What follows belongs to an exercise in optimizing a design on an open flow for small area, a short achievable clock period and few clock cycles; a production flow would make more cautious choices.
Function was checked by simulation only, so behaviour that the tests miss may differ from the original.
No activity file was given, so power comes from the tool's default toggle rates.

## flow/run.sh

```bash
#!/bin/bash
# synth_recipe.tcl (not shown) runs the flow's synth.tcl, then flattens the netlist and writes it again
# the make line also repeats each setting of config.mk as NAME=value (left out here)
make -C /OpenROAD-flow-scripts/flow DESIGN_CONFIG=/design/flow/config.mk WORK_HOME=/design/flow/orfs CLKGATE_MAP_FILE= SYNTH_SCRIPT=/design/flow/synth_recipe.tcl finish
```

## flow/config.mk

```make
export PLATFORM = sky130hd
export DESIGN_NAME = eadogm_core
export DESIGN_NICKNAME = eadogm_core
export VERILOG_FILES = /design/flow/design.v
export SDC_FILE = /design/flow/constraint.sdc
export NUM_CORES = 4
export LEC_CHECK = 0
export CAP_MARGIN = 20
export CORE_MARGIN = 2
export CORE_UTILIZATION = 40
export PLACE_DENSITY = 0.6
export SLEW_MARGIN = 20
```

## flow/constraint.sdc

```tcl
create_clock -name core_clock -period 12.0 [get_ports {clk}]
set_input_delay 2.4000 -clock core_clock [delete_from_list [all_inputs] [get_ports {clk}]]
set_output_delay 2.4000 -clock core_clock [all_outputs]
set_load 0.01 [all_outputs]
```

## flow/design.v

```verilog
module eadogm_sin_rom (
    input  wire [6:0] index,
    output reg  [6:0] data
);
    always @(*) begin
        case (index)
            7'd0: data = 7'd0;
            7'd1: data = 7'd2;
            7'd2: data = 7'd3;
            7'd3: data = 7'd5;
            7'd4: data = 7'd6;
            7'd5: data = 7'd8;
            7'd6: data = 7'd9;
            7'd7: data = 7'd11;
            7'd8: data = 7'd12;
            7'd9: data = 7'd14;
            7'd10: data = 7'd16;
            7'd11: data = 7'd17;
            7'd12: data = 7'd19;
            7'd13: data = 7'd20;
            7'd14: data = 7'd22;
            7'd15: data = 7'd23;
            7'd16: data = 7'd24;
            7'd17: data = 7'd26;
            7'd18: data = 7'd27;
            7'd19: data = 7'd29;
            7'd20: data = 7'd30;
            7'd21: data = 7'd32;
            7'd22: data = 7'd33;
            7'd23: data = 7'd34;
            7'd24: data = 7'd36;
            7'd25: data = 7'd37;
            7'd26: data = 7'd38;
            7'd27: data = 7'd39;
            7'd28: data = 7'd41;
            7'd29: data = 7'd42;
            7'd30: data = 7'd43;
            7'd31: data = 7'd44;
            7'd32: data = 7'd45;
            7'd33: data = 7'd46;
            7'd34: data = 7'd47;
            7'd35: data = 7'd48;
            7'd36: data = 7'd49;
            7'd37: data = 7'd50;
            7'd38: data = 7'd51;
            7'd39: data = 7'd52;
            7'd40: data = 7'd53;
            7'd41: data = 7'd54;
            7'd42: data = 7'd55;
            7'd43: data = 7'd56;
            7'd44: data = 7'd56;
            7'd45: data = 7'd57;
            7'd46: data = 7'd58;
            7'd47: data = 7'd59;
            7'd48: data = 7'd59;
            7'd49: data = 7'd60;
            7'd50: data = 7'd60;
            7'd51: data = 7'd61;
            7'd52: data = 7'd61;
            7'd53: data = 7'd62;
            7'd54: data = 7'd62;
            7'd55: data = 7'd62;
            7'd56: data = 7'd63;
            7'd57: data = 7'd63;
            7'd58: data = 7'd63;
            7'd59: data = 7'd64;
            7'd60: data = 7'd64;
            7'd61: data = 7'd64;
            7'd62: data = 7'd64;
            7'd63: data = 7'd64;
            7'd64: data = 7'd64;
            7'd65: data = 7'd64;
            7'd66: data = 7'd64;
            7'd67: data = 7'd64;
            7'd68: data = 7'd64;
            7'd69: data = 7'd64;
            7'd70: data = 7'd63;
            7'd71: data = 7'd63;
            7'd72: data = 7'd63;
            7'd73: data = 7'd62;
            7'd74: data = 7'd62;
            7'd75: data = 7'd62;
            7'd76: data = 7'd61;
            7'd77: data = 7'd61;
            7'd78: data = 7'd60;
            7'd79: data = 7'd60;
            7'd80: data = 7'd59;
            7'd81: data = 7'd59;
            7'd82: data = 7'd58;
            7'd83: data = 7'd57;
            7'd84: data = 7'd56;
            7'd85: data = 7'd56;
            7'd86: data = 7'd55;
            7'd87: data = 7'd54;
            7'd88: data = 7'd53;
            7'd89: data = 7'd52;
            7'd90: data = 7'd51;
            7'd91: data = 7'd50;
            7'd92: data = 7'd49;
            7'd93: data = 7'd48;
            7'd94: data = 7'd47;
            7'd95: data = 7'd46;
            7'd96: data = 7'd45;
            7'd97: data = 7'd44;
            7'd98: data = 7'd43;
            7'd99: data = 7'd42;
            7'd100: data = 7'd41;
            7'd101: data = 7'd39;
            7'd102: data = 7'd38;
            7'd103: data = 7'd37;
            7'd104: data = 7'd36;
            7'd105: data = 7'd34;
            7'd106: data = 7'd33;
            7'd107: data = 7'd32;
            7'd108: data = 7'd30;
            7'd109: data = 7'd29;
            7'd110: data = 7'd27;
            7'd111: data = 7'd26;
            7'd112: data = 7'd24;
            7'd113: data = 7'd23;
            7'd114: data = 7'd22;
            7'd115: data = 7'd20;
            7'd116: data = 7'd19;
            7'd117: data = 7'd17;
            7'd118: data = 7'd16;
            7'd119: data = 7'd14;
            7'd120: data = 7'd12;
            7'd121: data = 7'd11;
            7'd122: data = 7'd9;
            7'd123: data = 7'd8;
            7'd124: data = 7'd6;
            7'd125: data = 7'd5;
            7'd126: data = 7'd3;
            7'd127: data = 7'd2;
            default: data = 7'd0;
        endcase
    end
endmodule
module eadogm_glyph_rom (
    input  wire [6:0]  index,
    output reg  [34:0] data
);
    always @(*) begin
        case (index)
            7'd0: data[20:0] = 21'h0;
            7'd1: data[20:0] = 21'h17C000;
            7'd2: data[20:0] = 21'h380;
            7'd3: data[20:0] = 21'h53F94;
            7'd4: data[20:0] = 21'h1FD524;
            7'd5: data[20:0] = 21'h209A3;
            7'd6: data[20:0] = 21'h1564B6;
            7'd7: data[20:0] = 21'hC280;
            7'd8: data[20:0] = 21'h88E00;
            7'd9: data[20:0] = 21'h8A080;
            7'd10: data[20:0] = 21'h71508;
            7'd11: data[20:0] = 21'hF8408;
            7'd12: data[20:0] = 21'hC2800;
            7'd13: data[20:0] = 21'h20408;
            7'd14: data[20:0] = 21'h183000;
            7'd15: data[20:0] = 21'h20820;
            7'd16: data[20:0] = 21'h1268BE;
            7'd17: data[20:0] = 21'h1FE100;
            7'd18: data[20:0] = 21'h1470C2;
            7'd19: data[20:0] = 21'h1160A1;
            7'd20: data[20:0] = 21'h48A18;
            7'd21: data[20:0] = 21'h1162A7;
            7'd22: data[20:0] = 21'h12653C;
            7'd23: data[20:0] = 21'h27881;
            7'd24: data[20:0] = 21'h1264B6;
            7'd25: data[20:0] = 21'h126486;
            7'd26: data[20:0] = 21'hD9B00;
            7'd27: data[20:0] = 21'hDAB00;
            7'd28: data[20:0] = 21'h50400;
            7'd29: data[20:0] = 21'h50A14;
            7'd30: data[20:0] = 21'h51141;
            7'd31: data[20:0] = 21'h144082;
            7'd32: data[20:0] = 21'h1E64B2;
            7'd33: data[20:0] = 21'h448FE;
            7'd34: data[20:0] = 21'h1264FF;
            7'd35: data[20:0] = 21'h1060BE;
            7'd36: data[20:0] = 21'h1060FF;
            7'd37: data[20:0] = 21'h1264FF;
            7'd38: data[20:0] = 21'h244FF;
            7'd39: data[20:0] = 21'h1060BE;
            7'd40: data[20:0] = 21'h2047F;
            7'd41: data[20:0] = 21'h1FE080;
            7'd42: data[20:0] = 21'h106020;
            7'd43: data[20:0] = 21'h5047F;
            7'd44: data[20:0] = 21'h10207F;
            7'd45: data[20:0] = 21'h1017F;
            7'd46: data[20:0] = 21'h2027F;
            7'd47: data[20:0] = 21'h1060BE;
            7'd48: data[20:0] = 21'h244FF;
            7'd49: data[20:0] = 21'h1460BE;
            7'd50: data[20:0] = 21'h644FF;
            7'd51: data[20:0] = 21'h1264C6;
            7'd52: data[20:0] = 21'h1FC081;
            7'd53: data[20:0] = 21'h10203F;
            7'd54: data[20:0] = 21'h10101F;
            7'd55: data[20:0] = 21'h6107F;
            7'd56: data[20:0] = 21'h20A63;
            7'd57: data[20:0] = 21'h1E0203;
            7'd58: data[20:0] = 21'h1268E1;
            7'd59: data[20:0] = 21'h1FC000;
            7'd60: data[20:0] = 21'h20202;
            7'd61: data[20:0] = 21'h1FE0C1;
            7'd62: data[20:0] = 21'h4104;
            7'd63: data[20:0] = 21'h102040;
            7'd64: data[20:0] = 21'h8080;
            7'd65: data[20:0] = 21'h152A20;
            7'd66: data[20:0] = 21'h11247F;
            7'd67: data[20:0] = 21'h112238;
            7'd68: data[20:0] = 21'h112238;
            7'd69: data[20:0] = 21'h152A38;
            7'd70: data[20:0] = 21'h27F08;
            7'd71: data[20:0] = 21'h150A08;
            7'd72: data[20:0] = 21'h1047F;
            7'd73: data[20:0] = 21'h1F6200;
            7'd74: data[20:0] = 21'h112020;
            7'd75: data[20:0] = 21'h43F80;
            7'd76: data[20:0] = 21'h1FE080;
            7'd77: data[20:0] = 21'h6027C;
            7'd78: data[20:0] = 21'h1047C;
            7'd79: data[20:0] = 21'h112238;
            7'd80: data[20:0] = 21'h50A7C;
            7'd81: data[20:0] = 21'h50A08;
            7'd82: data[20:0] = 21'h1047C;
            7'd83: data[20:0] = 21'h152A48;
            7'd84: data[20:0] = 21'h111F84;
            7'd85: data[20:0] = 21'h10203C;
            7'd86: data[20:0] = 21'h10101C;
            7'd87: data[20:0] = 21'hC203C;
            7'd88: data[20:0] = 21'h41444;
            7'd89: data[20:0] = 21'h14280C;
            7'd90: data[20:0] = 21'h153244;
            7'd91: data[20:0] = 21'hD8400;
            7'd92: data[20:0] = 21'h1FC000;
            7'd93: data[20:0] = 21'hDA080;
            7'd94: data[20:0] = 21'hA8408;
            7'd95: data[20:0] = 21'hA8E08;
            default: data[20:0] = 21'h0;
        endcase
    end
    always @(*) begin
        case (index)
            7'd0: data[34:21] = 14'h0;
            7'd1: data[34:21] = 14'h0;
            7'd2: data[34:21] = 14'h7;
            7'd3: data[34:21] = 14'hA7F;
            7'd4: data[34:21] = 14'h92A;
            7'd5: data[34:21] = 14'h3164;
            7'd6: data[34:21] = 14'h2822;
            7'd7: data[34:21] = 14'h0;
            7'd8: data[34:21] = 14'h41;
            7'd9: data[34:21] = 14'h1C;
            7'd10: data[34:21] = 14'h42A;
            7'd11: data[34:21] = 14'h408;
            7'd12: data[34:21] = 14'h0;
            7'd13: data[34:21] = 14'h408;
            7'd14: data[34:21] = 14'h0;
            7'd15: data[34:21] = 14'h104;
            7'd16: data[34:21] = 14'h1F45;
            7'd17: data[34:21] = 14'h40;
            7'd18: data[34:21] = 14'h2349;
            7'd19: data[34:21] = 14'h18CB;
            7'd20: data[34:21] = 14'h87F;
            7'd21: data[34:21] = 14'h1CC5;
            7'd22: data[34:21] = 14'h1849;
            7'd23: data[34:21] = 14'h185;
            7'd24: data[34:21] = 14'h1B49;
            7'd25: data[34:21] = 14'hF29;
            7'd26: data[34:21] = 14'h0;
            7'd27: data[34:21] = 14'h0;
            7'd28: data[34:21] = 14'h20A2;
            7'd29: data[34:21] = 14'hA14;
            7'd30: data[34:21] = 14'h8;
            7'd31: data[34:21] = 14'h309;
            7'd32: data[34:21] = 14'h1F41;
            7'd33: data[34:21] = 14'h3F11;
            7'd34: data[34:21] = 14'h1B49;
            7'd35: data[34:21] = 14'h1141;
            7'd36: data[34:21] = 14'hE22;
            7'd37: data[34:21] = 14'h20C9;
            7'd38: data[34:21] = 14'h81;
            7'd39: data[34:21] = 14'h1951;
            7'd40: data[34:21] = 14'h3F88;
            7'd41: data[34:21] = 14'h41;
            7'd42: data[34:21] = 14'hBF;
            7'd43: data[34:21] = 14'h20A2;
            7'd44: data[34:21] = 14'h2040;
            7'd45: data[34:21] = 14'h3F82;
            7'd46: data[34:21] = 14'h3F90;
            7'd47: data[34:21] = 14'h1F41;
            7'd48: data[34:21] = 14'h309;
            7'd49: data[34:21] = 14'h2F21;
            7'd50: data[34:21] = 14'h2329;
            7'd51: data[34:21] = 14'h18C9;
            7'd52: data[34:21] = 14'h81;
            7'd53: data[34:21] = 14'h1FC0;
            7'd54: data[34:21] = 14'hFA0;
            7'd55: data[34:21] = 14'h3FA0;
            7'd56: data[34:21] = 14'h3194;
            7'd57: data[34:21] = 14'h184;
            7'd58: data[34:21] = 14'h21C5;
            7'd59: data[34:21] = 14'h20C1;
            7'd60: data[34:21] = 14'h1010;
            7'd61: data[34:21] = 14'h0;
            7'd62: data[34:21] = 14'h202;
            7'd63: data[34:21] = 14'h2040;
            7'd64: data[34:21] = 14'h4;
            7'd65: data[34:21] = 14'h3C54;
            7'd66: data[34:21] = 14'h1C44;
            7'd67: data[34:21] = 14'h1044;
            7'd68: data[34:21] = 14'h3FC8;
            7'd69: data[34:21] = 14'hC54;
            7'd70: data[34:21] = 14'h101;
            7'd71: data[34:21] = 14'h1E54;
            7'd72: data[34:21] = 14'h3C04;
            7'd73: data[34:21] = 14'h40;
            7'd74: data[34:21] = 14'h3D;
            7'd75: data[34:21] = 14'h2228;
            7'd76: data[34:21] = 14'h40;
            7'd77: data[34:21] = 14'h3C04;
            7'd78: data[34:21] = 14'h3C04;
            7'd79: data[34:21] = 14'h1C44;
            7'd80: data[34:21] = 14'h414;
            7'd81: data[34:21] = 14'h3E18;
            7'd82: data[34:21] = 14'h404;
            7'd83: data[34:21] = 14'h1054;
            7'd84: data[34:21] = 14'h1040;
            7'd85: data[34:21] = 14'h3E20;
            7'd86: data[34:21] = 14'hE20;
            7'd87: data[34:21] = 14'h1E40;
            7'd88: data[34:21] = 14'h2228;
            7'd89: data[34:21] = 14'h1E50;
            7'd90: data[34:21] = 14'h224C;
            7'd91: data[34:21] = 14'h41;
            7'd92: data[34:21] = 14'h0;
            7'd93: data[34:21] = 14'h8;
            7'd94: data[34:21] = 14'h41C;
            7'd95: data[34:21] = 14'h408;
            default: data[34:21] = 14'h0;
        endcase
    end
endmodule
module eadogm_core (
    input  wire        clk,
    input  wire        rst,
    input  wire        cmd_valid,
    output wire        cmd_ready,
    input  wire [63:0] cmd_word,
    output wire [2:0]  err,
    output wire [3:0]  cur_page,
    output wire [6:0]  cur_col,
    output wire [7:0]  ret,
    output reg         mem_en,
    output reg         mem_we,
    output reg  [9:0]  mem_addr,
    output reg  [7:0]  mem_wdata,
    input  wire [7:0]  mem_rdata
);
    localparam [7:0] MODE_SET   = 8'h73;
    localparam [7:0] MODE_CLEAR = 8'h63;
    localparam [3:0] S_IDLE  = 4'd0;
    localparam [3:0] S_SEG   = 4'd1;
    localparam [3:0] S_WALK  = 4'd2;
    localparam [3:0] S_MUL1  = 4'd3;
    localparam [3:0] S_DIV   = 4'd4;
    localparam [3:0] S_PRIME = 4'd5;
    localparam [3:0] S_TEXT  = 4'd6;
    localparam [3:0] S_LF    = 4'd7;
    localparam [3:0] S_DRAIN = 4'd8;
    localparam [3:0] S_MUL2  = 4'd9;
    localparam [3:0] S_STEPS = 4'd10;
    localparam [3:0] S_DRS   = 4'd11;
    localparam [2:0] EVICT_AT = 3'd3;
    function [12:0] rca;
        input [11:0] x;
        input [11:0] y;
        input        ci;
        integer i;
        reg c;
        begin
            c = ci;
            for (i = 0; i < 12; i = i + 1) begin
                rca[i] = x[i] ^ y[i] ^ c;
                c = (x[i] & y[i]) | (c & (x[i] ^ y[i]));
            end
            rca[12] = c;
        end
    endfunction
    function [6:0] inc7;
        input [6:0] x;
        reg [12:0] s;
        begin s = rca({5'd0, x}, 12'd0, 1'b1); inc7 = s[6:0]; end
    endfunction
    function [6:0] dec7;
        input [6:0] x;
        reg [12:0] s;
        begin s = rca({5'd0, x}, {5'd0, 7'h7F}, 1'b0); dec7 = s[6:0]; end
    endfunction
    function ge8;
        input [7:0] x;
        input [7:0] y;
        reg [12:0] s;
        begin s = rca({4'd0, x}, {4'd0, ~y}, 1'b1); ge8 = s[8]; end
    endfunction
    reg [3:0]  state;
    reg [2:0]  err_q;
    reg [3:0]  page_q;
    reg [6:0]  col_q;
    reg [7:0]  ret_q;
    assign cmd_ready = (state == S_IDLE);
    assign err       = err_q;
    assign cur_page  = page_q;
    assign cur_col   = col_q;
    assign ret       = ret_q;
    wire [7:0] w_op = cmd_word[7:0];
    wire [7:0] b0   = cmd_word[15:8];
    wire [7:0] b1   = cmd_word[23:16];
    wire [7:0] b2   = cmd_word[31:24];
    wire [7:0] b3   = cmd_word[39:32];
    wire [7:0] b4   = cmd_word[47:40];
    wire [7:0] b5   = cmd_word[55:48];
    wire [7:0] b6   = cmd_word[63:56];
    wire op_pix    = (w_op == 8'h01);
    wire op_point  = (w_op == 8'h02);
    wire op_hline  = (w_op == 8'h03);
    wire op_vline  = (w_op == 8'h04);
    wire op_line   = (w_op == 8'h05);
    wire op_rect   = (w_op == 8'h06);
    wire op_arc    = (w_op == 8'h07);
    wire op_putc   = (w_op == 8'h08);
    wire op_setpg  = (w_op == 8'h09);
    wire op_setcol = (w_op == 8'h0A);
    wire op_putcat = (w_op == 8'h0B);
    wire op_draw   = op_pix | op_point | op_hline | op_vline | op_line | op_rect | op_arc;
    reg [7:0] w_t, w_m;
    always @(*) begin
        w_t = 8'd0;
        w_m = b2;
        if (op_point) begin w_t = b2; w_m = b3; end
        if (op_hline | op_vline) begin w_t = b3; w_m = b4; end
        if (op_line | op_rect) begin w_t = b4; w_m = b5; end
        if (op_arc) begin w_t = b5; w_m = b6; end
    end
    wire w_tbad = (w_t[7:1] != 7'd0);
    wire w_mset = (w_m == MODE_SET);
    wire w_mbad = !w_mset && (w_m != MODE_CLEAR);
    reg [7:0] w_x1, w_y1, w_x2, w_y2;
    always @(*) begin
        w_x1 = b1; w_y1 = b0; w_x2 = b1; w_y2 = b0;                           
        if (op_hline) begin w_x1 = b0; w_y1 = b2; w_x2 = b1; w_y2 = b2; end
        if (op_vline) begin w_x1 = b0; w_y1 = b1; w_x2 = b0; w_y2 = b2; end
        if (op_line)  begin w_x1 = b0; w_y1 = b1; w_x2 = b2; w_y2 = b3; end
        if (op_rect)  begin w_x1 = b0; w_y1 = b1; w_x2 = b2; w_y2 = b1; end
    end
    reg [7:0] a0, a1, a2, a3;
    reg       is_rect, is_arc;
    reg       thick;
    reg       mset;            
    reg [1:0] side;            
    reg       seg_pend;        
    reg       p2_valid;        
    reg signed [9:0] sx1, sy1, sx2, sy2;    
    reg              prev_ok;               
    wire y1_bad = sy1[9] | (sy1[8:6] != 3'd0);
    wire x1_bad = sx1[9] | (sx1[8:7] != 2'd0);
    wire y2_bad = sy2[9] | (sy2[8:6] != 3'd0);
    wire x2_bad = sx2[9] | (sx2[8:7] != 2'd0);
    wire [2:0] chk_code = y1_bad ? 3'd1 : x1_bad ? 3'd2 : y2_bad ? 3'd1 : x2_bad ? 3'd2 : 3'd0;
    wire       chk_ok   = !(y1_bad | x1_bad | y2_bad | x2_bad);
    wire [6:0] ux1 = sx1[6:0];
    wire [6:0] uy1 = sy1[6:0];
    wire [6:0] ux2 = sx2[6:0];
    wire [6:0] uy2 = sy2[6:0];
    wire [7:0] ddx  = {1'b0, ux2} - {1'b0, ux1};
    wire [7:0] ddy  = {1'b0, uy2} - {1'b0, uy1};
    wire [6:0] ndx  = ux1 - ux2;
    wire [6:0] ndy  = uy1 - uy2;
    reg  [6:0] adx, ady;
    reg        xneg, yneg2;                    
    reg        pre_ok;
    wire [7:0] dxy  = {1'b0, adx} - {1'b0, ady};
    wire [6:0] dyx  = ady - adx;
    wire       setup_steep = dxy[7];           
    wire [6:0] minx = xneg  ? ux2 : ux1;
    wire [6:0] maxx = xneg  ? ux1 : ux2;
    wire [6:0] miny = yneg2 ? uy2 : uy1;
    wire [6:0] maxy = yneg2 ? uy1 : uy2;
    wire [6:0] sbn  = xneg  ? uy2 : uy1;       
    wire [6:0] sbs  = yneg2 ? ux2 : ux1;       
    wire       setup_swap = setup_steep ? yneg2 : xneg;
    wire       s_yneg = xneg ^ yneg2;
    wire [6:0] sa1  = setup_steep ? miny : minx;
    wire [6:0] sa2  = setup_steep ? maxy : maxx;
    wire [6:0] sb1  = setup_steep ? sbs : sbn;
    wire [6:0] sdy  = setup_steep ? adx : ady;
    wire [6:0] sdxy = setup_steep ? dyx : dxy[6:0];    
    wire       seg_same   = (ux1 == ux2) && (uy1 == uy2);
    wire       setup_vert = (ux1 == ux2) && (uy1 != uy2);
    wire       s_skipf = is_arc & prev_ok & !setup_swap;
    wire       s_skipl = is_arc & prev_ok & setup_swap;
    wire signed [8:0] e1n  = $signed({3'b000, adx[6:1]}) - $signed({2'b00, ady});
    wire signed [8:0] e1s  = $signed({3'b000, ady[6:1]}) - $signed({2'b00, adx});
    wire signed [8:0] e1np = $signed({3'b000, adx[6:1]}) + $signed({1'b0, dxy});
    wire signed [8:0] e1sp = $signed({3'b000, ady[6:1]}) + $signed({2'b00, dyx});
    wire       e1n_neg = e1n[8];
    wire       e1s_neg = e1s[8];
    wire [6:0] wyn1 = e1n_neg ? (s_yneg ? dec7(sbn) : inc7(sbn)) : sbn;
    wire [6:0] wys1 = e1s_neg ? (s_yneg ? dec7(sbs) : inc7(sbs)) : sbs;
    wire signed [8:0] s_e0 = setup_steep ? {3'b000, ady[6:1]} : {3'b000, adx[6:1]};
    wire signed [8:0] s_e1 = setup_steep ? (e1s_neg ? e1sp : e1s) : (e1n_neg ? e1np : e1n);
    wire [6:0] s_wy1  = setup_steep ? wys1 : wyn1;
    wire [6:0] s_wx1  = setup_steep ? inc7(miny) : inc7(minx);
    wire [6:0] s_wxe1 = setup_steep ? dec7(maxy) : dec7(maxx);
    wire seg_avail = is_arc ? p2_valid : seg_pend;
    reg  signed [9:0] nx, ny;       
    reg        p3_valid;
    reg [7:0] rx1, ry1, rx2, ry2;
    always @(*) begin
        case (side)
            2'd0:    begin rx1 = a0; ry1 = a3; rx2 = a2; ry2 = a3; end    
            2'd1:    begin rx1 = a0; ry1 = a1; rx2 = a0; ry2 = a3; end    
            default: begin rx1 = a2; ry1 = a1; rx2 = a2; ry2 = a3; end    
        endcase
    end
    reg [6:0]        wx, wxe, wy, wdy, wdxy;
    reg signed [8:0] werr;
    reg              steep, vert, yneg, wfirst;
    reg [4:0]        wdone;
    wire [6:0] prow = steep ? wx : wy;
    wire [6:0] pcol = steep ? wy : wx;
    wire [2:0] pg   = prow[5:3];
    wire       page_last = (wxe[5:3] == wx[5:3]);
    wire       is_last = vert ? page_last : (wx == wxe);
    wire [7:0] bit_r = 8'd1 << prow[2:0];
    wire [7:0] run_m = (8'hFF << wx[2:0]) & (8'hFF >> (page_last ? ~wxe[2:0] : 3'd0));
    wire [7:0] row_m = vert ? run_m : bit_r;
    wire [6:0] rowm = dec7(prow);
    wire [6:0] rowp = inc7(wxe);             
    wire [6:0] colm = dec7(pcol);
    wire [6:0] colp = inc7(pcol);
    reg [4:0] wvec;
    always @(*) begin
        wvec[0] = 1'b1;
        wvec[1] = thick & (steep ? (pcol != 7'd0)   : ((prow[2:0] == 3'd0) && (prow != 7'd0)));
        wvec[2] = thick & (steep ? (pcol != 7'd127) : ((prow[2:0] == 3'd7) && (prow != 7'd63)));
        wvec[3] = thick & wfirst  & (steep ? (prow != 7'd0)  : (pcol != 7'd0));
        wvec[4] = thick & is_last & (steep ? (wxe != 7'd63) : (pcol != 7'd127));
    end
    wire [4:0] wpend = wvec & ~wdone;
    wire [4:0] wsel  = wpend & (~wpend + 5'd1);
    wire [4:0] wmore = wpend & ~wsel;
    reg [9:0] w_addr;
    reg [7:0] w_mask;
    always @(*) begin
        w_addr = {pg, pcol};
        w_mask = (thick & !steep) ? (bit_r | {bit_r[6:0], 1'b0} | {1'b0, bit_r[7:1]}) : row_m;
        if (wsel[1]) begin
            if (steep) begin w_addr = {pg, colm}; w_mask = row_m; end
            else       begin w_addr = {rowm[5:3], pcol}; w_mask = 8'h80; end
        end
        if (wsel[2]) begin
            if (steep) begin w_addr = {pg, colp}; w_mask = row_m; end
            else       begin w_addr = {pg + 3'd1, pcol}; w_mask = 8'h01; end
        end
        if (wsel[3]) begin
            if (steep) begin w_addr = {rowm[5:3], pcol}; w_mask = 8'd1 << rowm[2:0]; end
            else       begin w_addr = {pg, colm}; w_mask = bit_r; end
        end
        if (wsel[4]) begin
            if (steep) begin w_addr = {rowp[5:3], pcol}; w_mask = 8'd1 << rowp[2:0]; end
            else       begin w_addr = {pg, colp}; w_mask = bit_r; end
        end
    end
    wire [8:0]  err_sub_s = werr - {2'b00, wdy};
    wire [8:0]  err_add_s = werr + {2'b00, wdxy};
    wire        err_neg   = err_sub_s[8];
    wire [6:0]  wx_inc    = inc7(wx);
    wire [6:0]  wy_step   = yneg ? dec7(wy) : inc7(wy);
    reg [8:0]  dw;             
    reg [16:0] acc;            
    reg [11:0] stp;            
    reg [8:0]  dq;             
    reg [9:0]  dr;             
    reg [3:0]  cnt;
    reg [8:0]  aq;             
    reg [9:0]  arem;           
    reg        adv_ok;         
    reg        fin;            
    reg [2:0]  sp;             
    reg [6:0]  mag_q;
    reg        neg_q;
    wire [14:0] prod_q = acc[14:0];
    wire        negp_q = acc[15];
    wire [8:0]  w_dw = (b4 > b3) ? ({1'b0, b4} - {1'b0, b3}) : (9'd256 - {1'b0, b3} + {1'b0, b4});
    wire [9:0]  mul1_s = {1'b0, acc[16:8]} + {1'b0, a2[cnt[2:0]] ? dw : 9'd0};
    reg  [9:0]  d201;
    always @(*) begin
        case (acc[1:0])
            2'd0:    d201 = 10'd0;
            2'd1:    d201 = 10'd201;
            2'd2:    d201 = 10'd402;
            default: d201 = 10'd603;
        endcase
    end
    wire [9:0]  mul2_s = {2'd0, stp[11:4]} + d201;
    wire [9:0]  steps  = stp[9:0];
    wire [10:0] div_t  = {dr, dw[4'd8 - cnt]};
    wire [11:0] div_s  = {1'b0, div_t} - {2'b00, steps};
    wire        div_ge = !div_s[11];
    wire [12:0] drs_s  = rca({2'd0, dr}, ~{2'd0, steps}, 1'b1);
    wire [11:0] arem_a = {2'd0, arem} + {2'd0, dr};
    wire [11:0] arem_b = {2'd0, arem} + stp;              
    wire        arem_ge = !arem_b[11];
    wire [8:0]  aq_dq  = aq + dq;
    wire [7:0]  ang_dq = a3 + dq[7:0];
    wire [8:0]  aq_nx  = aq_dq + {8'd0, arem_ge};
    wire [7:0]  ang_nx = ang_dq + {7'd0, arem_ge};
    wire [6:0] sin_idx = sp[0] ? {~a3[6], a3[5:0]} : a3[6:0];
    wire [6:0] sin_mag;
    eadogm_sin_rom u_sin_rom (.index(sin_idx), .data(sin_mag));
    wire       cos_neg = a3[7] ^ a3[6];
    wire [14:0] prod  = a2 * mag_q;
    wire [9:0]  pt    = {1'b0, prod_q[14:6]};
    wire [7:0]  ccent = (sp == 3'd3) ? a0 : a1;
    wire [9:0]  smp_v = {2'd0, ccent} + (negp_q ? ~pt : pt) + {9'd0, negp_q & (prod_q[5:0] == 6'd0)};
    wire [6:0] tcode  = wdxy;         
    wire [6:0] tg     = {tcode[6:5] - 2'd1, tcode[4:0]};    
    wire [2:0] tpage  = wy[2:0];
    wire [6:0] tcol   = wx;
    wire [2:0] tshift = wxe[2:0];
    wire [2:0] tk     = wdy[2:0];
    wire       tspill = wfirst;
    wire [34:0] glyph_word;
    eadogm_glyph_rom u_glyph_rom (.index(tg), .data(glyph_word));
    reg  [6:0]  glyph_byte;
    always @(*) begin
        case (tk)
            3'd0:    glyph_byte = glyph_word[6:0];
            3'd1:    glyph_byte = glyph_word[13:7];
            3'd2:    glyph_byte = glyph_word[20:14];
            3'd3:    glyph_byte = glyph_word[27:21];
            default: glyph_byte = glyph_word[34:28];
        endcase
    end
    wire [14:0] gshift = {8'd0, glyph_byte} << tshift;
    wire [7:0]  t_mask = tspill ? {1'b0, gshift[14:8]} : gshift[7:0];
    wire [12:0] tcol_s = rca({5'd0, tcol}, {9'd0, tk}, 1'b0);
    wire [9:0]  t_addr = {tspill ? (tpage + 3'd1) : tpage, tcol_s[6:0]};
    wire [3:0] norm_page  = (page_q == 4'd8) ? 4'd0 : page_q;
    wire       col_wrap   = (col_q > 7'd121);
    wire [3:0] wrap_page  = col_wrap ? (norm_page + 4'd1) : norm_page;
    wire [3:0] glyph_page = (wrap_page == 4'd8) ? 4'd0 : wrap_page;
    wire [6:0] glyph_col  = col_wrap ? 7'd0 : col_q;
    wire [12:0] gcol6_s   = rca({5'd0, glyph_col}, 12'd6, 1'b0);
    wire char0_bad = (b0[7:5] == 3'd0) || b0[7];
    wire char2_bad = (b2[7:5] == 3'd0) || b2[7];
    reg        ib_valid;
    reg [9:0]  ib_addr;
    reg [7:0]  ib_mask;
    reg [3:0]  cv, crd;
    reg [9:0]  ca0, ca1, ca2, ca3;
    reg [7:0]  cm0, cm1, cm2, cm3;
    reg [1:0]  head, rp, tail;
    reg [2:0]  count;
    reg        rd_p1, rd_p2;    
    wire [9:0] ca_head = (head == 2'd0) ? ca0 : (head == 2'd1) ? ca1 : (head == 2'd2) ? ca2 : ca3;
    wire [7:0] cm_head = (head == 2'd0) ? cm0 : (head == 2'd1) ? cm1 : (head == 2'd2) ? cm2 : cm3;
    wire [9:0] ca_rp   = (rp == 2'd0) ? ca0 : (rp == 2'd1) ? ca1 : (rp == 2'd2) ? ca2 : ca3;
    wire [3:0] head_oh = 4'd1 << head;
    wire [3:0] rp_oh   = 4'd1 << rp;
    wire [3:0] tail_oh = 4'd1 << tail;
    wire eager    = (state == S_TEXT) || ((state == S_WALK) && !is_arc && (!steep || vert));
    wire evict_ok = (count >= EVICT_AT) || (state == S_DRAIN) || eager;
    wire       retire_rd = rd_p2;
    wire [7:0] newdata   = mset ? (mem_rdata | cm_head) : (mem_rdata & ~cm_head);
    wire       wr_need   = retire_rd && (newdata != mem_rdata);
    wire       dwrite    = !rd_p2 && (rp == head) && (|(head_oh & cv & ~crd)) &&
                           (cm_head == 8'hFF) && evict_ok;
    wire       retire    = retire_rd | dwrite;
    wire       ib_zero   = (ib_mask == 8'd0);
    wire [3:0] hit_vec   = cv & ~(retire ? head_oh : 4'd0) &
                           {ca3 == ib_addr, ca2 == ib_addr, ca1 == ib_addr, ca0 == ib_addr};
    wire       hit       = |hit_vec;
    wire       ib_take   = ib_valid && (ib_zero || hit || (count != 3'd4));
    wire       alloc     = ib_valid && !ib_zero && !hit && (count != 3'd4);
    wire       buf_free  = !ib_valid || ib_take;
    wire       rp_ready  = |(rp_oh & cv & ~crd);
    wire       slot_free = !wr_need && !dwrite && (state != S_LF);
    wire       do_read   = slot_free && rp_ready && evict_ok;
    wire       byp_read  = slot_free && alloc && (rp == tail) && evict_ok;
    wire [2:0] count_nx  = count + {2'd0, alloc} - {2'd0, retire};
    reg        g_emit;
    reg [9:0]  g_addr;
    reg [7:0]  g_mask;
    always @(*) begin
        g_emit = 1'b0;
        g_addr = w_addr;
        g_mask = w_mask;
        if (state == S_WALK) begin
            g_emit = 1'b1;
        end else if (state == S_TEXT) begin
            g_emit = 1'b1;
            g_addr = t_addr;
            g_mask = t_mask;
        end
    end
    wire g_go = !g_emit || buf_free;    
    wire walk_end = (state == S_WALK) && buf_free && (wmore == 5'd0) && is_last;
    wire seg_go   = ((state == S_SEG) || walk_end) && seg_avail && pre_ok;
    wire p2_consume = (seg_go && is_arc) || ((state == S_PRIME) && p2_valid);
    wire p3_take    = p3_valid && (!p2_valid || p2_consume);
    wire sxy_wr     = ((state == S_IDLE) && cmd_valid) || seg_go ||
                      ((state == S_PRIME) && p2_valid) || p3_take;
    wire seg_draw = chk_ok && !(is_arc && prev_ok && seg_same);
    always @(posedge clk) begin
        if (rst) begin
            cv       <= 4'd0;
            crd      <= 4'd0;
            head     <= 2'd0;
            rp       <= 2'd0;
            tail     <= 2'd0;
            count    <= 3'd0;
            rd_p1    <= 1'b0;
            rd_p2    <= 1'b0;
            ib_valid <= 1'b0;
            mem_en   <= 1'b0;
            mem_we   <= 1'b0;
        end else begin
            rd_p1 <= do_read | byp_read;
            rd_p2 <= rd_p1;
            count <= count_nx;
            mem_en <= 1'b0;
            mem_we <= 1'b0;
            if (state == S_LF) begin
                mem_en    <= 1'b1;
                mem_we    <= 1'b1;
                mem_addr  <= {tpage, tcol};
                mem_wdata <= 8'd0;
            end else if (wr_need) begin
                mem_en    <= 1'b1;
                mem_we    <= 1'b1;
                mem_addr  <= ca_head;
                mem_wdata <= newdata;
            end else if (dwrite) begin
                mem_en    <= 1'b1;
                mem_we    <= 1'b1;
                mem_addr  <= ca_head;
                mem_wdata <= mset ? 8'hFF : 8'h00;
            end else if (do_read) begin
                mem_en    <= 1'b1;
                mem_addr  <= ca_rp;
            end else if (byp_read) begin
                mem_en    <= 1'b1;
                mem_addr  <= ib_addr;
            end
            if (hit_vec[0] && ib_valid && !ib_zero) cm0 <= cm0 | ib_mask;
            if (hit_vec[1] && ib_valid && !ib_zero) cm1 <= cm1 | ib_mask;
            if (hit_vec[2] && ib_valid && !ib_zero) cm2 <= cm2 | ib_mask;
            if (hit_vec[3] && ib_valid && !ib_zero) cm3 <= cm3 | ib_mask;
            if (alloc) begin
                case (tail)
                    2'd0: begin ca0 <= ib_addr; cm0 <= ib_mask; end
                    2'd1: begin ca1 <= ib_addr; cm1 <= ib_mask; end
                    2'd2: begin ca2 <= ib_addr; cm2 <= ib_mask; end
                    default: begin ca3 <= ib_addr; cm3 <= ib_mask; end
                endcase
                tail <= tail + 2'd1;
            end
            if (do_read | byp_read | dwrite) rp <= rp + 2'd1;
            if (retire) head <= head + 2'd1;
            cv  <= (cv & ~(retire ? head_oh : 4'd0)) | (alloc ? tail_oh : 4'd0);
            crd <= (crd & ~(retire ? head_oh : 4'd0) & ~(alloc ? tail_oh : 4'd0)) |
                   (do_read ? rp_oh : 4'd0) | (byp_read ? tail_oh : 4'd0);
            if (g_emit && buf_free) begin
                ib_valid <= 1'b1;
                ib_addr  <= g_addr;
                ib_mask  <= g_mask;
            end else if (ib_take) begin
                ib_valid <= 1'b0;
            end
        end
    end
    always @(posedge clk) begin
        if (rst) begin
            state    <= S_IDLE;
            err_q    <= 3'd0;
            page_q   <= 4'd0;
            col_q    <= 7'd0;
            ret_q    <= 8'd0;
            sp       <= 3'd0;
            p2_valid <= 1'b0;
            p3_valid <= 1'b0;
            seg_pend <= 1'b0;
            pre_ok   <= 1'b0;
        end else begin
            adx    <= ddx[7] ? ndx : ddx[6:0];
            ady    <= ddy[7] ? ndy : ddy[6:0];
            xneg   <= ddx[7];
            yneg2  <= ddy[7];
            pre_ok <= !sxy_wr;
            if (p3_take) begin
                sx2      <= nx;
                sy2      <= ny;
                p2_valid <= 1'b1;
                p3_valid <= 1'b0;
            end else if (p2_consume) begin
                p2_valid <= 1'b0;
            end
            if (sp == 3'd1) begin
                mag_q <= sin_mag;
                neg_q <= cos_neg;
                sp    <= 3'd2;
            end else if (sp == 3'd2) begin
                if (adv_ok) begin
                    acc[15:0] <= {neg_q, prod};
                    mag_q <= sin_mag;
                    neg_q <= a3[7];
                    aq    <= aq_nx;
                    a3    <= ang_nx;
                    arem  <= arem_ge ? arem_b[9:0] : arem_a[9:0];
                    fin   <= (aq == dw);
                    sp    <= 3'd3;
                end
            end else if (sp == 3'd3) begin
                if (!p3_valid || p3_take) begin
                    nx    <= smp_v;
                    acc[15:0] <= {neg_q, prod};
                    mag_q <= sin_mag;
                    neg_q <= cos_neg;
                    sp    <= 3'd4;
                end
            end else if (sp == 3'd4) begin
                ny       <= smp_v;
                p3_valid <= 1'b1;
                acc[15:0] <= {neg_q, prod};
                mag_q    <= sin_mag;
                neg_q    <= a3[7];
                aq       <= aq_nx;
                a3       <= ang_nx;
                arem     <= arem_ge ? arem_b[9:0] : arem_a[9:0];
                fin      <= (aq == dw);
                sp       <= fin ? 3'd0 : 3'd3;
            end
            if (seg_go) begin
                if (is_arc) begin
                    sx1      <= sx2;
                    sy1      <= sy2;
                    prev_ok  <= chk_ok;
                end else if (is_rect && side != 2'd3) begin
                    side <= side + 2'd1;
                    sx1 <= {2'b00, rx1}; sy1 <= {2'b00, ry1};
                    sx2 <= {2'b00, rx2}; sy2 <= {2'b00, ry2};
                end else begin
                    seg_pend <= 1'b0;
                end
                if (!chk_ok && err_q == 3'd0) err_q <= chk_code;
                steep <= setup_steep;
                vert  <= setup_vert;
                wxe   <= s_skipl ? s_wxe1 : sa2;
                wdy   <= sdy;
                wdxy  <= sdxy;
                yneg  <= s_yneg;
                wdone <= 5'd0;
                if (s_skipf) begin
                    wfirst <= 1'b0;
                    wx     <= s_wx1;
                    wy     <= s_wy1;
                    werr   <= s_e1;
                end else begin
                    wfirst <= 1'b1;
                    wx     <= sa1;
                    wy     <= sb1;
                    werr   <= s_e0;
                end
            end
            case (state)
                S_IDLE: begin
                    if (cmd_valid) begin
                        a0 <= b0; a1 <= b1; a2 <= b2; a3 <= b3;
                        is_rect  <= op_rect;
                        is_arc   <= op_arc;
                        thick    <= w_t[0];
                        mset     <= w_mset | !op_draw;
                        side     <= 2'd0;
                        prev_ok  <= 1'b0;
                        seg_pend <= 1'b1;
                        dw       <= w_dw;
                        sx1 <= {2'b00, w_x1}; sy1 <= {2'b00, w_y1};
                        sx2 <= {2'b00, w_x2}; sy2 <= {2'b00, w_y2};
                        err_q <= 3'd0;
                        wdxy   <= op_putc ? b0[6:0] : b2[6:0];
                        wdy    <= 7'd0;
                        wfirst <= 1'b0;
                        wxe    <= {4'd0, op_putc ? 3'd0 : b0[2:0]};
                        if (op_draw) begin
                            if (w_tbad) begin
                                err_q <= 3'd5;
                            end else if (w_mbad) begin
                                err_q <= 3'd4;
                            end else if (op_arc) begin
                                acc    <= 17'd0;
                                cnt    <= 4'd0;
                                aq     <= 9'd0;
                                arem   <= 10'd0;
                                adv_ok <= 1'b0;
                                sp     <= 3'd1;
                                state  <= S_MUL1;
                            end else begin
                                state <= S_SEG;
                            end
                        end else if (op_putc) begin
                            ret_q <= b0;
                            if (b0 == 8'h0A) begin
                                wy    <= {4'd0, norm_page[2:0]};
                                wx    <= col_q;
                                state <= S_LF;
                            end else if (char0_bad) begin
                                err_q <= 3'd6;
                            end else begin
                                wy     <= {4'd0, glyph_page[2:0]};
                                wx     <= glyph_col;
                                page_q <= glyph_page;
                                col_q  <= gcol6_s[6:0];
                                state  <= S_TEXT;
                            end
                        end else if (op_setpg) begin
                            if (b0[7:3] != 5'd0) err_q <= 3'd3;
                            else                 page_q <= b0[3:0];
                        end else if (op_setcol) begin
                            if (ge8(b0, 8'd121)) err_q <= 3'd2;
                            else                 col_q <= b0[6:0];
                        end else if (op_putcat) begin
                            wy <= {4'd0, b0[5:3]};
                            wx <= b1[6:0];
                            if (ge8(b0, 8'd57))       err_q <= 3'd1;
                            else if (ge8(b1, 8'd121)) err_q <= 3'd2;
                            else if (char2_bad)       err_q <= 3'd6;
                            else                      state <= S_TEXT;
                        end else begin
                            err_q <= 3'd7;
                        end
                    end
                end
                S_MUL1: begin
                    acc <= {mul1_s[9:0], acc[7:1]};
                    cnt <= cnt + 4'd1;
                    if (cnt == 4'd7) begin
                        stp   <= 12'd0;
                        cnt   <= 4'd0;
                        state <= S_MUL2;
                    end
                end
                S_MUL2: begin
                    stp <= {mul2_s[9:2], mul2_s[1:0], stp[3:2]};
                    acc <= {2'b00, acc[16:2]};
                    cnt <= cnt + 4'd1;
                    if (cnt == 4'd8) state <= S_STEPS;
                end
                S_STEPS: begin
                    if (stp[9:0] == 10'd0) stp <= 12'd1;
                    dr    <= 10'd0;
                    dq    <= 9'd0;
                    cnt   <= 4'd0;
                    state <= S_DIV;
                end
                S_DIV: begin
                    dr  <= div_ge ? div_s[9:0] : div_t[9:0];
                    dq  <= {dq[7:0], div_ge};
                    cnt <= cnt + 4'd1;
                    if (cnt == 4'd8) state <= S_DRS;
                end
                S_DRS: begin
                    stp    <= drs_s[11:0];
                    adv_ok <= 1'b1;
                    state  <= S_PRIME;
                end
                S_PRIME: begin
                    if (p2_valid) begin
                        sx1 <= sx2;
                        sy1 <= sy2;
                        state <= S_SEG;
                    end
                end
                S_SEG: begin
                    if (seg_avail) begin
                        if (seg_go && seg_draw) state <= S_WALK;
                    end else if (!is_arc || (sp == 3'd0 && !p3_valid)) begin
                        state <= S_DRAIN;
                    end
                end
                S_WALK: begin
                    if (buf_free) begin
                        if (wmore != 5'd0) begin
                            wdone <= wdone | wsel;
                        end else if (is_last) begin
                            if (!seg_avail && !(is_arc && (sp != 3'd0 || p3_valid))) state <= S_DRAIN;
                            else if (!(seg_go && seg_draw))                        state <= S_SEG;
                        end else begin
                            wdone  <= 5'd0;
                            wfirst <= 1'b0;
                            if (vert) begin
                                wx <= {wx[6:3] + 4'd1, 3'b000};
                            end else begin
                                wx <= wx_inc;
                                if (err_neg) begin
                                    wy   <= wy_step;
                                    werr <= err_add_s[8:0];
                                end else begin
                                    werr <= err_sub_s[8:0];
                                end
                            end
                        end
                    end
                end
                S_TEXT: begin
                    if (g_go) begin
                        if (!tspill && tshift != 3'd0) begin
                            wfirst <= 1'b1;
                        end else begin
                            wfirst <= 1'b0;
                            wdy    <= {4'd0, tk + 3'd1};
                            if (tk == 3'd4) state <= S_DRAIN;
                        end
                    end
                end
                S_LF: begin
                    wx <= wx_inc;
                    if (tcol == 7'd127) begin
                        page_q <= {1'b0, tpage} + 4'd1;
                        col_q  <= 7'd0;
                        state  <= S_DRAIN;
                    end
                end
                S_DRAIN: begin
                    if (!ib_valid && (count_nx == 3'd0) && !wr_need && !dwrite) state <= S_IDLE;
                end
                default: state <= S_IDLE;
            endcase
        end
    end
endmodule
```

==> results list, run 1 <==
- Routed met2 length: 65,300 microns
- Post-layout worst setup margin: 5320 ps
* Final count of pins violating max slew: 0
- The hold violation count in the final report came to 0.
- Setup slack of the most critical reg-to-reg path: 5320 ps
* Register area share after synthesis: 29.3%
- Between clock sinks in the finished design, the worst skew comes to 21.1 ps.
* Clock transition at the register clock pins on the worst setup and hold paths after CTS: 60 ps
- FMAX: 0.150 GHz
* Type of element launching the critical path: register
- Setup repair after global routing left no endpoint under its margin.
- At the pin with the least slew margin, the transition time is 1070 ps.
- The cell area that synthesis handed to floorplanning was 41,200 sq um.
- The final layout contains 5,225 nets.
* Grt ovf: 0
- The critical path is of the register to register type.
- Ranked by instance count, the synthesized netlist is headed by 517 x sky130_fd_sc_hd__nand2_1, 375 x sky130_fd_sc_hd__a21oi_1, 366 x sky130_fd_sc_hd__edfxtp_1.
* Die area: 106,000 sq um
- STA classifies the critical path endpoint as a register.
* Number of enable flip-flop cells after synthesis: 366
* Count of distinct cell types in the synthesized netlist: 97
* Die outline height: 325 microns
- The detailed router put a total of 62,000 microns of wire on met1.
- Count of antenna-violating nets left after detailed routing: 0
- Count of instances resized after the clock tree is built: 0
- Core region area: 102,000 sq um
- Post-CTS timing repair inserted 0 buffers for setup.
* Leakage power of the design: 0.0176 uW
* Worst skew pair latency: 640 ps
- Averaged over all synthesized cells, the footprint is 8.52 sq um.
- Class of the most critical hold timing path: register to register
- Endpoint required time on the critical path: 12,550 ps
- Power, Total: 10,400 uW
* Summed negative setup slack over all endpoints: 0 ps
* DRC errors left: 0
* Worst slack, placed: 5430 ps
- Most numerous cell in the Yosys netlist: sky130_fd_sc_hd__nand2_1
- In the synthesized netlist the async set-or-reset flop fraction comes to 0%.
- The tool flagged a number of max-cap violations equal to 0.
* Share of cells above drive strength 1: 5.32%
- Using the TritonRoute via totals, the vias-per-cell ratio works out to 6.15.
- Before antenna repair, the detailed router went through 6 iterations.
* Starting DRT DRC Count: 3,958
- Dividing the final minimum period by the clock period gives 55.7%.
- The initial antenna violation count is 2.
* Clock tree from TritonCTS: yes
- Setup violations remaining at the end of the flow were counted as 0.
- Number of global-route vias before repair: 35,790
* Final HPWL DP: 107,000 microns
- Area share of the leading cell type in the synthesized netlist: 26.7%
* Number of H-tree levels: 2
* Via count: 37,890
- Headroom to the max-slew limit came out at 28.2%.
- Top flip-flop cell by instance count after synthesis: sky130_fd_sc_hd__edfxtp_1
- Clock tree synthesis inserted a total of 51 buffers.
- In this run the power density over the cells is 231 nW/um^2.
* Final critical path time including I/O delays and setup: 6680 ps
- From synthesis to final layout, the design area changed by 9.57%.
- Critical path fanouts, max: 23
- Total met3 wirelength after detailed routing: 11,700 microns
* First-pass GRT wire length: 222,000 microns
- Arrival time worst endpoint: 7230 ps
* Number of nets produced by synthesis: 5,310
- Routability congestion estimate: 0.969
- Synth top area cells: sky130_fd_sc_hd__edfxtp_1 27%, sky130_fd_sc_hd__ha_1 10%, sky130_fd_sc_hd__mux2i_1 5.2%, sky130_fd_sc_hd__nand2_1 4.7%, sky130_fd_sc_hd__a21oi_1 4.6%
- In this run, synthesis produced a sequential element count of 421.
- Count of standard-cell rows: 117
- After detailed routing, the average wire length per cell comes to 23.7 microns.
* Clock sink count: 421
- Yosys printed 3 warnings.
* I/O pin count: 118
- The flow ran to the end and the layout has no timing, DRC or antenna violations.
- The clock passes through at most 3 buffers.
- For this run, the share of the core covered by cells in the final layout is 44.2%.
* CTS Root Buffer Type: sky130_fd_sc_hd__clkbuf_16
* Largest net degree at the start of global routing: 147
- Summed over all layers, the routed wires come to 146,000 microns.
- Starting density of the core: 40.4%
- Width of the die: 325 microns
* Max rail drop VDD: 0.140 mV
- Number of hold buffers added after cts: 0
- During placement, the flow inserted port buffers numbering 117.
* Biggest area consumer among synthesized cells: sky130_fd_sc_hd__edfxtp_1
* Uppermost signal routing layer after detailed routing: met5
- Global routing used 26.7% of the available tracks across all layers.
- Post-Synthesis Cells: 4,837
[placed cells by master (no fill, tap or decap), types with 24 or more instances in the layout]
cell type,instances
sky130_fd_sc_hd__nand2_1,516
sky130_fd_sc_hd__a21oi_1,375
sky130_fd_sc_hd__edfxtp_1,366
sky130_fd_sc_hd__nor2_1,353
sky130_fd_sc_hd__ha_1,333
sky130_fd_sc_hd__o21ai_0,294
sky130_fd_sc_hd__inv_1,258
sky130_fd_sc_hd__mux2i_1,213
sky130_fd_sc_hd__xnor2_1,150
sky130_fd_sc_hd__clkdlybuf4s50_1,116
sky130_fd_sc_hd__nand3_1,98
sky130_fd_sc_hd__a211oi_1,96
sky130_fd_sc_hd__o211ai_1,92
sky130_fd_sc_hd__nor2b_1,88
sky130_fd_sc_hd__nand2b_1,81
sky130_fd_sc_hd__xor2_1,80
sky130_fd_sc_hd__nor3_1,80
sky130_fd_sc_hd__buf_4,71
sky130_fd_sc_hd__a31oi_1,70
sky130_fd_sc_hd__a21o_1,68
sky130_fd_sc_hd__fa_1,65
sky130_fd_sc_hd__dfxtp_1,55
sky130_fd_sc_hd__clkbuf_16,53
sky130_fd_sc_hd__o22ai_1,48
sky130_fd_sc_hd__o221ai_1,48
sky130_fd_sc_hd__a22o_1,47
sky130_fd_sc_hd__and2_1,40
sky130_fd_sc_hd__a22oi_1,40
sky130_fd_sc_hd__mux2_2,34
sky130_fd_sc_hd__nand4_1,31
sky130_fd_sc_hd__o21a_1,29
sky130_fd_sc_hd__o31ai_1,27
sky130_fd_sc_hd__nor4_1,26
sky130_fd_sc_hd__and3_1,24
[flip-flops by register name, summed over array words and instances, names as in the netlist, 10 cells and up]
register	cells
acc	17
stp	12
arem	10
ca0	10
ca1	10
ca2	10
ca3	10
dr	10
ib_addr	10
mem_addr	10
nx	10
ny	10
sx1	10
sx2	10
sy1	10
sy2	10
[worst max-delay path, cell delays in order (launching register included)]
cell                        delay [ps]
sky130_fd_sc_hd__dfxtp_1           420
sky130_fd_sc_hd__inv_1             120
sky130_fd_sc_hd__ha_1              460
sky130_fd_sc_hd__buf_4             320
sky130_fd_sc_hd__inv_1             320
sky130_fd_sc_hd__o211a_1           260
sky130_fd_sc_hd__o211ai_1          100
sky130_fd_sc_hd__a2111oi_0         680
sky130_fd_sc_hd__a21o_1            530
sky130_fd_sc_hd__o21ai_0           160
sky130_fd_sc_hd__nor2_1            710
sky130_fd_sc_hd__inv_1             110
sky130_fd_sc_hd__ha_1              320
sky130_fd_sc_hd__inv_1              60
sky130_fd_sc_hd__ha_1              140
sky130_fd_sc_hd__inv_1              60
sky130_fd_sc_hd__fa_1              410
sky130_fd_sc_hd__xor2_1            200
sky130_fd_sc_hd__nand3_1            90
sky130_fd_sc_hd__o21ai_0           220
sky130_fd_sc_hd__nand4_1           120
sky130_fd_sc_hd__a31o_2            290
sky130_fd_sc_hd__or3_1             350
sky130_fd_sc_hd__a21oi_1           120
[path summary, 6_finish.rpt]
check	startpoint	end	depth (start not counted)
worst min-delay path	rd_p1$_SDFF_PP0_	rd_p2$_SDFF_PP0_	1
worst min register to register	rd_p1$_SDFF_PP0_	rd_p2$_SDFF_PP0_	1
worst max register to register	head[0]$_SDFFE_PP0N_	state[1]$_SDFFE_PP0P_	23
worst max-delay path	head[0]$_SDFFE_PP0N_	state[1]$_SDFFE_PP0P_	23
[per-stage QoR]
step	cells	area (sq um)	hold WS [ps]
after floorplan	4837	41200	414
after global placement	6066	43400	419
after detailed placement	6067	43400	426
after CTS	6162	45100	443
after global routing	6162	45100	462
final	6163	45100	440
[cells by family after synthesis]
group | share of synthesized area, %
xor gates and xnor gates | 4.89
muxes | 6.65
adders and majority gates | 13.3
AOI/OAI and AO/OA | 23.8
DFF | 29.3
buffers and inverters | 5.63
and+or+nand+nor | 16.3
[layout make-up]
| cell class | instances | area, sq um |
|---|---|---|
| Fill cell | 10096 | 56900 |
| Multi-Input combinational cell | 3819 | 26900 |
| Sequential cell | 421 | 12100 |
| Timing Repair Buffer | 190 | 1760 |
| Tap cell | 1368 | 1710 |
| Clock buffer | 61 | 1360 |
| Inverter | 269 | 1020 |
| Clock inverter | 34 | 349 |
| Antenna cell | 1 | 2.50 |
[where the power goes]
part / total [uW] / internal [uW] / switching [uW]
sequential: 2500 / 2030 / 472
combinational: 6310 / 2430 / 3870
clock: 1630 / 937 / 691
[layer usage]
metal / vias to the layer above / GRT usage (%)
li1: 17663 / -
met1: 18209 / 35.6
met2: 1679 / 42.7
met3: 337 / 4.32
met4: 2 / 11.2
met5: - / 0
Testbench counts, summed over its fixed seeds: cycles 250,717.
==> run 2: changes to the inputs <==
--- a/flow/design.v
+++ b/flow/design.v
@@ -686,11 +686,17 @@
     wire       hit       = |hit_vec;
     wire       ib_take   = ib_valid && (ib_zero || hit || (count != 3'd4));
     wire       alloc     = ib_valid && !ib_zero && !hit && (count != 3'd4);
-    wire       buf_free  = !ib_valid || ib_take;
+    wire       buf_free  = !ib_valid || (count != 3'd4);
     wire       rp_ready  = |(rp_oh & cv & ~crd);
-    wire       slot_free = !wr_need && !dwrite && (state != S_LF);
-    wire       do_read   = slot_free && rp_ready && evict_ok;
-    wire       byp_read  = slot_free && alloc && (rp == tail) && evict_ok;
+    wire       slot_free = !dwrite && (state != S_LF);
+    wire       rd_pre    = slot_free && rp_ready && evict_ok;
+    wire       byp_pre   = slot_free && alloc && (rp == tail) && evict_ok;
+    wire       do_read   = rd_pre && !wr_need;
+    wire       byp_read  = byp_pre && !wr_need;
+    wire       alt_en    = (state == S_LF) || dwrite || rd_pre || byp_pre;
+    wire       alt_we    = (state == S_LF) || dwrite;
+    wire [9:0] alt_addr  = (state == S_LF) ? {tpage, tcol} : dwrite ? ca_head : rd_pre ? ca_rp : ib_addr;
+    wire [7:0] alt_wdata = {8{mset && (state != S_LF)}};
     wire [2:0] count_nx  = count + {2'd0, alloc} - {2'd0, retire};
     reg        g_emit;
     reg [9:0]  g_addr;
@@ -732,30 +738,10 @@
             rd_p1 <= do_read | byp_read;
             rd_p2 <= rd_p1;
             count <= count_nx;
-            mem_en <= 1'b0;
-            mem_we <= 1'b0;
-            if (state == S_LF) begin
-                mem_en    <= 1'b1;
-                mem_we    <= 1'b1;
-                mem_addr  <= {tpage, tcol};
-                mem_wdata <= 8'd0;
-            end else if (wr_need) begin
-                mem_en    <= 1'b1;
-                mem_we    <= 1'b1;
-                mem_addr  <= ca_head;
-                mem_wdata <= newdata;
-            end else if (dwrite) begin
-                mem_en    <= 1'b1;
-                mem_we    <= 1'b1;
-                mem_addr  <= ca_head;
-                mem_wdata <= mset ? 8'hFF : 8'h00;
-            end else if (do_read) begin
-                mem_en    <= 1'b1;
-                mem_addr  <= ca_rp;
-            end else if (byp_read) begin
-                mem_en    <= 1'b1;
-                mem_addr  <= ib_addr;
-            end
+            mem_en    <= wr_need | alt_en;
+            mem_we    <= wr_need | alt_we;
+            mem_addr  <= wr_need ? ca_head : alt_addr;
+            mem_wdata <= wr_need ? newdata : alt_wdata;
             if (hit_vec[0] && ib_valid && !ib_zero) cm0 <= cm0 | ib_mask;
             if (hit_vec[1] && ib_valid && !ib_zero) cm1 <= cm1 | ib_mask;
             if (hit_vec[2] && ib_valid && !ib_zero) cm2 <= cm2 | ib_mask;
==> results list, run 2 <==
- The flow ran to the end and the layout has no timing, DRC or antenna violations.
- Class of the most critical hold timing path: register to register
- Kind of capture point of the worst setup path: register
- Dividing the detail-routed wire length by the instance count gives 24.6 microns.
- Commonest cells post-synth: 494 x sky130_fd_sc_hd__nand2_1, 398 x sky130_fd_sc_hd__a21oi_1, 391 x sky130_fd_sc_hd__nor2_1
- Dividing total power by cell area gives a power density of 207 nW/um^2.
* Max-cap check violation count: 0
- After floorplanning, the core was sized to cover 103,000 sq um.
- After routing, the total negative slack on setup checks comes to 0 ps.
* Share of cells above drive strength 1: 5.62%
- Antenna violations before repair: 3
- Grt ovf: 0
* Sequence of cells on the critical path: buf_4, clkinv_1, a21boi_0, inv_1, ha_1, nor2b_1, a211oi_1, or2_1, nor4_1, a221o_1, o21ai_4, buf_4, nor2_1, nor2_2, a221oi_1
- Least-Margin Pin Slew: 1100 ps
* Worst skew pair latency: 650 ps
* Final count of pins violating max slew: 0
- Among all stages on the critical path, the largest delay is contributed by sky130_fd_sc_hd__clkinv_1.
- Clock buffer count from CTS: 52
* Part of the power in registers: 24.7%
* Leading cell type in the layout, fill and taps excluded: sky130_fd_sc_hd__nand2_1
- After clock tree synthesis, the clock-pin slew on the worst setup and hold paths is 70 ps.
* Top flip-flop cell by instance count after synthesis: sky130_fd_sc_hd__edfxtp_1
- Entering global routing, the biggest net connects 101 pins.
- Worst clock skew: 43.3 ps
* Starting density of the core: 40.2%
- Final Cycle Share: 51.8%
- Count of instances resized after the clock tree is built: 0
* Most frequent cells in the layout: 493 x sky130_fd_sc_hd__nand2_1, 397 x sky130_fd_sc_hd__a21oi_1, 388 x sky130_fd_sc_hd__nor2_1
- Measured along the x axis, the die boundary spans 326 microns.
- The analysis attributes to net switching a power of 4500 uW.
* Total Routing Usage GR: 28.1%
* Biggest area consumer among synthesized cells: sky130_fd_sc_hd__edfxtp_1
- In this run the vertical extent of the chip is 326 microns.
* Final-layout worst hold slack: 435 ps
- For this run, design rule violations remaining after detail routing come to 0.
- The share of the Yosys chip area taken by registers is 29.1%.
- Setup Viol. Count Final: 0
* Via count: 39,339
- Antenna Diode Count: 0
* IO Port Bufs: 117
- Number of H-tree levels: 2
* Clock sink count: 421
- Starting DRT DRC Count: 4,823
- The endpoint identified for the worst register-to-register timing path is sy2[1]$_DFFE_PN_.
- Flip-flop count of the largest register after layout: 17
- RR Startpoint: steep$_DFFE_PP_
- Critical path start-end classification: register to register
- FMAX: 0.161 GHz
- Die area: 107,000 sq um
* Seq cells post-synth: 421
- The worst setup path is launched from a register.
* Layout Nets: 5,324
- The average instance in the mapped netlist occupies 8.44 sq um.
- Buffer count from post-CTS setup fixing: 0
- The cell area that synthesis handed to floorplanning was 41,600 sq um.
- For this run, the slowest stage of the critical path takes 810 ps.
- Number of nets produced by synthesis: 5,401
- Startpoint of the most critical setup path: steep$_DFFE_PP_
* RSZ-0062 raised after global routing: no
- Number of global-route vias before repair: 37,571
- Arrival time worst endpoint: 6540 ps
- Setup slack of the most critical reg-to-reg path: 5780 ps
- Count of antenna-violating nets left after detailed routing: 0
* Most numerous cell in the Yosys netlist: sky130_fd_sc_hd__nand2_1
- Max rail drop VDD: 0.163 mV
* Share of async-settable or async-resettable flops after synthesis: 0%
- Termination of the worst setup path: sy2[1]$_DFFE_PN_
* I/O pin count: 118
- Critical path fanouts, max: 63
* Routability congestion estimate: 0.988
- Final critical path time including I/O delays and setup: 6220 ps
- In the final layout, the registers with the most flip-flops are acc: 17 flops, stp: 12 flops.
- CTS placed an instance of sky130_fd_sc_hd__clkbuf_16 at the clock tree root.
- The floorplan has 118 rows.
* Switching part of the total: 47.7%
- Count of distinct cell types in the synthesized netlist: 100
- The Yosys step of the flow raised 3 warnings.
- Biggest register: acc
- Sorting the synthesized cells by area gives the leading types as sky130_fd_sc_hd__edfxtp_1 26%, sky130_fd_sc_hd__ha_1 10%, sky130_fd_sc_hd__mux2i_1 4.8%, sky130_fd_sc_hd__a21oi_1 4.8%, sky130_fd_sc_hd__nand2_1 4.5%.
* Remaining max-slew budget at the tightest pin: 25.7%
- The synthesized design devotes to its leading area cell type 26.4% of total area.
- Portion of total power attributed to the clock network: 17.7%
- Layout-stage area growth over the synthesis result: 9.81%
- The first global-routing pass estimated 234,000 microns of wire.
* Final HPWL DP: 114,000 microns
* Worst reg-to-reg path cell count: 15
* Post-Synthesis Cells: 4,928
- The analysis attributes to cell leakage a power of 0.0179 uW.
- Number of enable flip-flop cells after synthesis: 366
* Most frequent cell on the critical path: sky130_fd_sc_hd__buf_4
- Endpoint required time on the critical path: 12,320 ps
- Initial DRT Pass Iterations: 6
- Clock tree from TritonCTS: yes
- Pint: 4940 uW
- In the routed layout, each cell is associated on average with a via count of 6.27.
- Combinational cell fraction of total power: 57.6%
- The clock passes through at most 3 buffers.
* Total wire length: 154,000 microns
* Number of hold buffers added after cts: 0
- Final number of hold-violating endpoints: 0
[run 2: cell types whose count changed after synthesis, moves of 15 or more]
cell                       delta
sky130_fd_sc_hd__a21o_1      -18
sky130_fd_sc_hd__a21oi_1     +23
sky130_fd_sc_hd__a22oi_1     +15
sky130_fd_sc_hd__inv_1       +25
sky130_fd_sc_hd__nand2_1     -23
sky130_fd_sc_hd__nor2_1      +35
sky130_fd_sc_hd__nor3_1      +18
sky130_fd_sc_hd__o211ai_1    -27
sky130_fd_sc_hd__o21bai_1    +15
sky130_fd_sc_hd__o22ai_1     +24
[run 2: layout make-up]
class | instances | area, sq um
clock buffer | 65 | 1390
clock inverter | 33 | 373
fill | 10351 | 57700
inverter | 293 | 1110
multi-input combinational | 3884 | 27200
sequential | 421 | 12100
tap | 1380 | 1730
timing repair buffer | 199 | 1780
[run 2: layer usage]
| metal | share of wire (%) | wire (microns) | up-vias | track usage [%] |
|---|---|---|---|---|
| met2 | 45 | 68700 | 2015 | 44.1 |
| met3 | 9.0 | 13800 | 429 | 5.06 |
| met5 | 0.022 | 34 | - | 0 |
| met4 | 5.9 | 9090 | 6 | 14.6 |
| li1 | - | - | 18047 | - |
| met1 | 41 | 62700 | 18842 | 36.9 |
[run 2: metrics by stage]
stage | utilization (%) | area [sq um] | worst slack [ps] | total power [uW] | cells
2_1_floorplan | - | 41600 | 3760 | 6030 | 4928
3_3_place_gp | 42.5 | 43900 | 5730 | 7620 | 6177
3_5_place_dp | 42.5 | 43900 | 5630 | 7670 | 6177
4_1_cts | 44.2 | 45600 | 5900 | 9350 | 6275
5_1_grt | 44.2 | 45700 | 5380 | 10000 | 6275
6_report | 44.2 | 45700 | 5780 | 9440 | 6275
[run 2: logic make-up after synthesis]
group | after synthesis | synth area share (%)
AO/OA/AOI/OAI | 1525 | 24.1
XOR/XNOR | 231 | 4.87
adder cells (fa/ha/maj) | 400 | 13.2
buffers and inverters | 623 | 5.80
flip-flops | 421 | 29.1
multiplexers | 239 | 6.18
AND/OR/NAND/NOR | 1489 | 16.8
[run 2: power by group through the flow]
| stage | combinational, uW | clock (uW) | sequential [uW] |
|---|---|---|---|
| after global routing | 5940 | 1750 | 2350 |
| final | 5440 | 1670 | 2330 |
| after floorplan | 3890 | 0 | 2140 |
| after global placement | 5280 | 0 | 2340 |
| after CTS | 5350 | 1690 | 2320 |
| after detailed placement | 5320 | 0 | 2340 |
[run 2: critical path, delay by kind of cell (launching register included)]
kind	cells	cell delay (ps)
AND/OR/NAND/NOR	5	1480
adder cells (fa/ha/maj)	1	220
buffers and inverters	4	2020
flip-flops	1	320
AO/OA/AOI/OAI	5	1800
[run 2: how the worst min path moves through the flow]
stage	slack (ps)	endpoint	depth (start not counted)	startpoint
finish	440	rd_p2$_SDFF_PP0_	1	rd_p1$_SDFF_PP0_
global route	460	rd_p2$_SDFF_PP0_	1	rd_p1$_SDFF_PP0_
CTS	440	rd_p2$_SDFF_PP0_	1	rd_p1$_SDFF_PP0_
detailed placement	430	rd_p2$_SDFF_PP0_	1	rd_p1$_SDFF_PP0_
global placement	430	rd_p2$_SDFF_PP0_	1	rd_p1$_SDFF_PP0_
floorplan	410	rd_p2$_SDFF_PP0_	1	rd_p1$_SDFF_PP0_
Testbench counts of run 2, summed over its fixed seeds: cycles 251,654.

port drivers added, routing unchanged:
Ports are ideal in the flow. The routed layouts listed here were re-timed in OpenROAD.
Step 1 assumes that a clkbuf_16 drives the clock port and a buf_2 every other input.
Step 2, shift: input delay + t, output delay - t, t = (earliest + latest rising clock arrival at the registers) / 2. This alone moves slack from input paths to output paths.
Three values: ideal, step 1, step 2; two values: the first two.
run | t, ns | setup WS [ns] | worst setup path after step 2 | slew at the worst register clock pin (ns) | worst slew at a driven data input, ns
run 1 | 0.698 | 5.320 / 5.320 / 5.320 | register to register | 0.07 / 0.07 | 0.08
run 2 | 0.695 | 5.779 / 5.779 / 5.548 | input to register | 0.07 / 0.07 | 0.08
After both steps every run listed still meets setup and hold. For run 2, which loses most, drivers alone change the setup slack by 0.000 ns; drivers and shift together by -0.231 ns.
